This is an optimization exercise on Yosys and OpenROAD, whose aim is small area, a short achievable clock period and few clock cycles, not a production implementation.
In this exercise RTL edits were held to simulation tests only and were not proved equivalent to the original.
Power is estimated from default activity; no workload was simulated.

Setup of JK:
==> flow/design.v (excerpt) <==
module spitfp_core (
    input  wire       clk,
    input  wire       rst,         
    input  wire       in_valid,
    output wire       in_ready,
    input  wire [7:0] in_data,
    output wire       out_valid,
    input  wire       out_ready,
    output wire [7:0] out_data
);
For scale: about 5700 cells after synthesis, roughly 1500 flip-flops, roughly 22 I/O pins, roughly 69000 sq um of cells after synthesis.
Settings: LEC_CHECK=0, CAP_MARGIN=20, CORE_MARGIN=2, CORE_UTILIZATION=35, CTS_CLUSTER_DIAMETER=60, CTS_CLUSTER_SIZE=20, PLACE_DENSITY=0.55, SETUP_SLACK_MARGIN=5.0, SLEW_MARGIN=20; clock period 8.0 ns.
run.sh (not shown) runs the stock make flow with config.mk's settings and CLKGATE_MAP_FILE= SYNTH_SCRIPT=/design/flow/synth_recipe.tcl, a recipe that flattens the netlist after the stock synthesis.
Having completed the whole flow, JK delivered a layout that passed the timing, design-rule and antenna checks.
Testbench counts of JK, summed over its fixed seeds: cycles 160,687.
For MS, these inputs were changed with respect to JK:
- CTS_CLUSTER_SIZE changed from 20 to 16
- CTS_CLUSTER_DIAMETER changed from 60 to 50
- CORE_UTILIZATION changed from 35 to 45
- PLACE_DENSITY changed from 0.55 to 0.6
## What came out
Looking at global-route wire length before repair across both flows, MS is the stronger of the two, with JK trailing. Comparing MS and JK, the lower total power consumption of the routed design is on JK. Area of all placed cells without fillers was lower in JK than in MS. JK fits on a die that is larger than the die of MS. On clock distribution area overhead in the final layout: between MS and JK, it ends up higher for MS. Sort MS and JK by combinational group share of total power asc -> top: MS. MS vs JK: count of clock-buffer cells in the layout up by more than a quarter.

---

spitfp_core again, from the RTL that the note above started with.
// spitfp_core
module spitfp_core (
    input  wire       clk,
    input  wire       rst,         
    input  wire       in_valid,
    output wire       in_ready,
    input  wire [7:0] in_data,
    output wire       out_valid,
    input  wire       out_ready,
    output wire [7:0] out_data
);
make LEC_CHECK=0 CAP_MARGIN=20 CORE_MARGIN=2 CORE_UTILIZATION=40 CTS_CLUSTER_DIAMETER=60 CTS_CLUSTER_SIZE=20 GPL_ROUTABILITY_DRIVEN=0 PLACE_DENSITY=0.6 SETUP_SLACK_MARGIN=5.0 SLEW_MARGIN=20 finish   # period 8.0 ns
Testbench counts at the start, summed over its fixed seeds: cycles 160,687.
Rerun with:
--- a/flow/config.mk
+++ b/flow/config.mk
@@ -11,3 +10,0 @@
-export CTS_CLUSTER_DIAMETER = 60
-export CTS_CLUSTER_SIZE = 20
-export GPL_ROUTABILITY_DRIVEN = 0
The new run went through all stages and came out clean.
Sequential power hardly moves.
Final area goes up slightly.
Global-route usage goes up by 0.19 points.
Utilization grows by 0.70 points.
Clock power rises by a quarter to a third.
Non-clock buffer count fell by 10.
Via count rose slightly.
Rerun with:
--- a/flow/config.mk
+++ b/flow/config.mk
@@ -10,2 +10,4 @@
-export CORE_UTILIZATION = 40
-export PLACE_DENSITY = 0.6
+export CORE_UTILIZATION = 50
+export CTS_CLUSTER_DIAMETER = 60
+export CTS_CLUSTER_SIZE = 20
+export PLACE_DENSITY = 0.65
Result:
- hold slack is worse by 0.021 ns
- setup slack is better by 0.022 ns
- clock power drops by 18%
- count of clock-buffer cells in the layout drops by 62
- total power drops by 6.9%
- final area drops by 2.1%
- synthesized cell count is unchanged
Rerun with:
--- a/flow/config.mk
+++ b/flow/config.mk
@@ -10 +10 @@
-export CORE_UTILIZATION = 50
+export CORE_UTILIZATION = 40
@@ -13 +13 @@
-export PLACE_DENSITY = 0.65
+export PLACE_DENSITY = 0.6
Result:
- combinational power is about the same
- final cell count is higher by a few percent
- worst setup slack is worse by 0.0083 ns
- sequential share of layout area went down by 0.39 points
- non-clock buffer count drops by 22
- area after synthesis stays the same
Rerun with:
--- a/flow/config.mk
+++ b/flow/config.mk
@@ -10,4 +10,2 @@
-export CORE_UTILIZATION = 40
-export CTS_CLUSTER_DIAMETER = 60
-export CTS_CLUSTER_SIZE = 20
-export PLACE_DENSITY = 0.6
+export CORE_UTILIZATION = 30
+export PLACE_DENSITY = 0.5
Effect:
- final cell count went up by 11%
- clock power goes up by 22%
- sequential share of layout area shrinks by 1.7 points
- combinational power falls by about 4%
- clock-buffer cell count increases by 85
- global-route usage went down by 4.9 points
- synthesized area is unchanged
- via count stays flat
- design area is higher by 3.3%

---

Starting RTL as in the previous note.
## spitfp_core
module spitfp_core (
    input  wire       clk,
    input  wire       rst,         
    input  wire       in_valid,
    output wire       in_ready,
    input  wire [7:0] in_data,
    output wire       out_valid,
    input  wire       out_ready,
    output wire [7:0] out_data
);
export LEC_CHECK = 0
export CAP_MARGIN = 20
export CORE_MARGIN = 2
export CORE_UTILIZATION = 40
export PLACE_DENSITY = 0.6
export SETUP_SLACK_MARGIN = 5.0
export SLEW_MARGIN = 20
export TNS_END_PERCENT = 10
create_clock -name core_clock -period 8.0 [get_ports {clk}]
Testbench counts at the start, summed over its fixed seeds: cycles 160,687.
==> next run, changes <==
--- a/flow/config.mk
+++ b/flow/config.mk
@@ -9,6 +9,7 @@
 export CORE_MARGIN = 2
 export CORE_UTILIZATION = 40
-export PLACE_DENSITY = 0.6
+export CTS_CLUSTER_DIAMETER = 60
+export CTS_CLUSTER_SIZE = 20
+export PLACE_DENSITY = 0.7
 export SETUP_SLACK_MARGIN = 5.0
 export SLEW_MARGIN = 20
-export TNS_END_PERCENT = 10
The changed run went through all stages and came out clean.
Final area goes down slightly.
Power goes down by a little under a tenth.
Global-route usage goes down by 0.44 points.
Synthesized area stays the same.
Sequential power is about the same.
==> next run, changes <==
--- a/flow/config.mk
+++ b/flow/config.mk
@@ -9,7 +9,7 @@
 export CORE_MARGIN = 2
 export CORE_UTILIZATION = 40
-export CTS_CLUSTER_DIAMETER = 60
+export CTS_BUF_LIST = sky130_fd_sc_hd__clkbuf_8
 export CTS_CLUSTER_SIZE = 20
-export PLACE_DENSITY = 0.7
+export PLACE_DENSITY = 0.6
 export SETUP_SLACK_MARGIN = 5.0
 export SLEW_MARGIN = 20
The new run produced a clean layout. Wire length is higher by a few percent. Cell count rises by a few percent. Register-to-register slack gains 0.06 ns.
==> next run, changes <==
--- a/flow/config.mk
+++ b/flow/config.mk
@@ -9,6 +9,6 @@
 export CORE_MARGIN = 2
 export CORE_UTILIZATION = 40
-export CTS_BUF_LIST = sky130_fd_sc_hd__clkbuf_8
-export CTS_CLUSTER_SIZE = 20
+export CTS_CLUSTER_DIAMETER = 60
+export CTS_CLUSTER_SIZE = 24
 export PLACE_DENSITY = 0.6
 export SETUP_SLACK_MARGIN = 5.0
=>
- clock power is lower by 8.7%
- area after synthesis is unchanged
- register-to-register slack improved by 0.04 ns
- non-clock buffer count shrinks by 11
- worst setup slack improved by 0.076 ns
- hold slack improves by 0.011 ns
- fmax rose by about 2.4%
- global-route usage barely changes

[re-timing with driven ports]
Ports are ideal in the flow. The routed layouts listed here were re-timed in OpenROAD.
Step 1: set_driving_cell puts a clkbuf_16 on clk and a buf_2 on each other input, an assumption about the parent block.
Step 2 times the ports against the registers' clock, not the clock port: input delays grow and output delays shrink by t, the midpoint of the rising clock arrivals with the driver on.
Three values: ideal ports, drivers, drivers and shift; two values: the first two.
run | t (ns) | setup slack, ns | clock arrival spread, ns
JK | 0.863 | 4.839 / 4.839 / 4.300 | 0.049 / 0.049
MS | 0.899 | 4.872 / 4.872 / 4.279 | 0.035 / 0.035
the first run of note 2 | 0.857 | 4.865 / 4.865 / 4.389 | 0.053 / 0.053
the second run of note 2 | 0.899 | 4.841 / 4.841 / 4.360 | 0.070 / 0.070
the third run of note 2 | 0.843 | 4.863 / 4.863 / 4.387 | 0.049 / 0.048
the fourth run of note 2 | 0.871 | 4.854 / 4.854 / 4.357 | 0.076 / 0.077
the fifth run of note 2 | 0.882 | 4.868 / 4.868 / 4.347 | 0.044 / 0.044
the first run of note 3 | 0.881 | 4.698 / 4.698 / 4.257 | 0.037 / 0.037
the second run of note 3 | 0.845 | 4.762 / 4.750 / 4.204 | 0.047 / 0.047
the third run of note 3 | 1.073 | 4.786 / 4.706 / 4.010 | 0.080 / 0.080
the fourth run of note 3 | 0.857 | 4.862 / 4.862 / 4.333 | 0.081 / 0.082
After both steps every run listed still meets setup and hold. The setup slack of the third run of note 3, which loses most, moves by -0.080 ns with the drivers and by -0.776 ns with both steps.
